What follows belongs to an exercise in optimizing a design on an open flow for small area; a production flow would make more cautious choices. The RTL was checked by simulation tests, not by an equivalence proof against the original design. Power figures rest on the tool's default switching activity, not on a simulated workload. The flow treats the clock pin as an ideal source, which a real chip does not have.

==> flow/design.v (excerpt) <==
module rclc_link (
    input  wire       clk,
    input  wire       rst,           
    input  wire       ms_tick,       
    input  wire       pay_we,
    input  wire [5:0] pay_addr,
    input  wire [7:0] pay_wdata,
    input  wire       send_valid,
    input  wire [7:0] send_cmd,
    input  wire [7:0] send_budget,
    input  wire [7:0] send_len,
    output reg  [3:0] op_err,        
    output wire       tx_valid,
    output wire [7:0] tx_data,
    input  wire       tx_ready,
    input  wire       rx_valid,
    input  wire [7:0] rx_data,
    output wire       rx_ready,
    output reg  [2:0] txn_state,
    output reg  [1:0] txn_err,
    output reg  [7:0] txn_attempt,
    output reg  [7:0] txn_budget,
    output reg  [2:0] rx_state,
    output reg  [1:0] dec_event,
    output reg        frame_valid,
    output wire [7:0] frame_dc,
    output wire [7:0] frame_len,
    input  wire [5:0] rd_addr,
    output wire [7:0] rd_data
);
    localparam [7:0] V2_POLY   = 8'hD5;
    localparam [7:0] HDR_V2    = 8'hCC;
    localparam [7:0] MAX_PAY   = 8'd62;
    localparam [9:0] E_START   = 10'h001;
    localparam [9:0] E_FULL    = 10'h3AC;
    localparam [2:0] T_IDLE    = 3'd0,
                     T_SENDING = 3'd1,
                     T_AWAIT_H = 3'd2,
                     T_AWAIT_B = 3'd3,
                     T_SUCCESS = 3'd4,
                     T_FAILED  = 3'd5;
    localparam [2:0] S_HEADER = 3'd0,
                     S_DC     = 3'd1,
                     S_LEN    = 3'd2,
  ...
clock: 10.0 ns
lec_check: 0
cap_margin: 20
core_margin: 2
core_utilization: 65
place_density: 0.75
slew_margin: 20
synth_hierarchical: 1
synth_minimum_keep_size: 0
standard.sh (not shown) runs the stock make flow with config.mk's settings and CLKGATE_MAP_FILE= SYNTH_SCRIPT=/design/flow/synth_recipe.tcl, a recipe that flattens the netlist after the stock synthesis.
==> flow/flow/run.sh <==
#!/bin/bash
# Standard ORFS layout, with two changes: clock tree synthesis without dummy
# loads (larger sink clusters of clkbuf_16), and the smallest buffer on each port.
set -euo pipefail
bash standard.sh \
  "CTS_ARGS=-sink_clustering_enable -repair_clock_nets -dont_use_dummy_load -buf_list sky130_fd_sc_hd__clkbuf_16 -sink_clustering_size 30 -sink_clustering_max_diameter 80" \
  "BUFFER_PORTS_ARGS=-buffer_cell sky130_fd_sc_hd__buf_1" \
  finish > flow_make.log 2>&1
==> next run, changes <==
--- a/flow/flow/run.sh
+++ b/flow/flow/run.sh
@@ -6 +6 @@
-  "CTS_ARGS=-sink_clustering_enable -repair_clock_nets -dont_use_dummy_load -buf_list sky130_fd_sc_hd__clkbuf_16 -sink_clustering_size 30 -sink_clustering_max_diameter 80" \
+  "CTS_ARGS=-sink_clustering_enable -repair_clock_nets -dont_use_dummy_load -buf_list sky130_fd_sc_hd__clkbuf_16 -sink_clustering_size 25 -sink_clustering_max_diameter 80" \
Settings changed: CORE_UTILIZATION 65 to 40, PLACE_DENSITY 0.75 to not set.
After rerunning:
- setup slack improved by 0.087 ns
- die area climbs by 62%
- worst hold slack loses 0.023 ns
==> next run, changes <==
--- a/flow/flow/run.sh
+++ b/flow/flow/run.sh
@@ -6 +6 @@
-  "CTS_ARGS=-sink_clustering_enable -repair_clock_nets -dont_use_dummy_load -buf_list sky130_fd_sc_hd__clkbuf_16 -sink_clustering_size 25 -sink_clustering_max_diameter 80" \
+  "CTS_ARGS=-sink_clustering_enable -repair_clock_nets -dont_use_dummy_load -buf_list sky130_fd_sc_hd__clkbuf_16 -sink_clustering_size 35 -sink_clustering_max_diameter 80" \
Settings changed: CORE_UTILIZATION 40 to 65, PLACE_DENSITY set to 0.75.
Outcome: Wire length decreases by 5.1%. Area after synthesis is unchanged. Worst setup slack is worse by 0.13 ns. Final cell count went down by 11%. Final area shrinks by 2.6%. Via count is higher by 0.96%. Non-clock buffer count rises by 6. Power went down by 5.8%.

* * *

## yarrow
rclc_link, a different RTL version from the one above (not shown whole).
Size: roughly 120 I/O pins, roughly 54000 um2 of cells after synthesis.
clock: 10.0 ns
lec_check: 0
cap_margin: 20
core_margin: 2
core_utilization: 40
slew_margin: 20
synth_hierarchical: 1
synth_minimum_keep_size: 0
run.sh (not shown) runs the stock make flow with config.mk's settings and CLKGATE_MAP_FILE= SYNTH_SCRIPT=/design/flow/synth_recipe.tcl, a recipe that flattens the netlist after the stock synthesis.
Stock flow here: none of the scripts above is used.
yarrow completed end to end with timing, DRC and antenna clean.
Relative to yarrow, the following input files were edited for cedar:
- CTS_BUF_LIST now sky130_fd_sc_hd__clkbuf_16, previously not set
- CTS_CLUSTER_SIZE now 25, previously not set
- CTS_CLUSTER_DIAMETER now 80, previously not set
[summary]
- When the final numbers for yarrow and cedar were put side by side, the total power of the final layout turned out to be greater in yarrow.
- Compared with yarrow, in cedar met3 track demand over resource in global routing saw a decrease, fmax saw a decrease.
Relative to cedar, the following input files were edited for xenon:
- CTS_BUF_LIST no longer set, was sky130_fd_sc_hd__clkbuf_16
- CTS_CLUSTER_SIZE no longer set, was 25
- CTS_CLUSTER_DIAMETER no longer set, was 80
==> flow/flow/run.sh (new file) <==
#!/bin/bash
# Standard ORFS layout, with two changes: clock tree synthesis without dummy
# loads (larger sink clusters of clkbuf_16), and the smallest buffer on each port.
set -euo pipefail
bash standard.sh \
  "CTS_ARGS=-sink_clustering_enable -repair_clock_nets -dont_use_dummy_load -buf_list sky130_fd_sc_hd__clkbuf_16 -sink_clustering_size 25 -sink_clustering_max_diameter 80" \
  "BUFFER_PORTS_ARGS=-buffer_cell sky130_fd_sc_hd__buf_1" \
  finish > flow_make.log 2>&1
==> flow/standard.sh (new file) <==
#!/bin/bash
# synth_recipe.tcl (not shown) runs the flow's synth.tcl, then flattens the netlist and writes it again
# the make line also repeats each setting of config.mk as NAME=value (left out here)
make -C /OpenROAD-flow-scripts/flow DESIGN_CONFIG=/design/flow/config.mk WORK_HOME=/design/flow/orfs CLKGATE_MAP_FILE= SYNTH_SCRIPT=/design/flow/synth_recipe.tcl "${@:-finish}"
removed: flow/run.sh
## What came out
xenon | stages: all done | timing, DRC, antenna: all pass. Delta(share of the core filled with cells in the final layout, xenon - cedar) < 0. Cells: xenon has fewer instances than cedar. xenon vs cedar — detailed-route wire length on metal 1 dropped slightly.

-- re-timing with driven ports --
The results above use ideal ports. As a check the final layouts listed here were re-extracted and re-timed, cells and wires unchanged.
Step 1 assumes that a clkbuf_16 drives the clock port and a buf_2 every other input.
Step 2 also shifts input and output timing later by t, the mid clock arrival at the registers, as if the neighbouring blocks saw the same clock.
Three values: ideal, step 1, step 2; two values: the first two.
| run | t (ns) | slack for setup (ns) | worst hold slack (ns) | slew at the worst register clock pin (ns) | worst data-port slew with drivers (ns) |
|---|---|---|---|---|---|
| the first run of note 1 | 0.730 | 1.932 / 1.906 / 1.906 | 0.465 / 0.465 / 0.465 | 0.12 / 0.12 | 0.04 |
| the second run of note 1 | 0.748 | 2.019 / 1.991 / 1.991 | 0.442 / 0.442 / 0.442 | 0.10 / 0.10 | 0.08 |
| the third run of note 1 | 0.723 | 1.892 / 1.866 / 1.866 | 0.467 / 0.467 / 0.467 | 0.12 / 0.12 | 0.04 |
| yarrow | 0.863 | 1.107 / 1.078 / 1.078 | 0.465 / 0.465 / 0.465 | 0.06 / 0.06 | 0.08 |
| cedar | 0.795 | 1.057 / 1.028 / 1.028 | 0.471 / 0.471 / 0.471 | 0.10 / 0.10 | 0.07 |
| xenon | 0.743 | 1.818 / 1.793 / 1.793 | 0.466 / 0.466 / 0.466 | 0.10 / 0.10 | 0.11 |
After both steps every run listed still meets setup and hold.
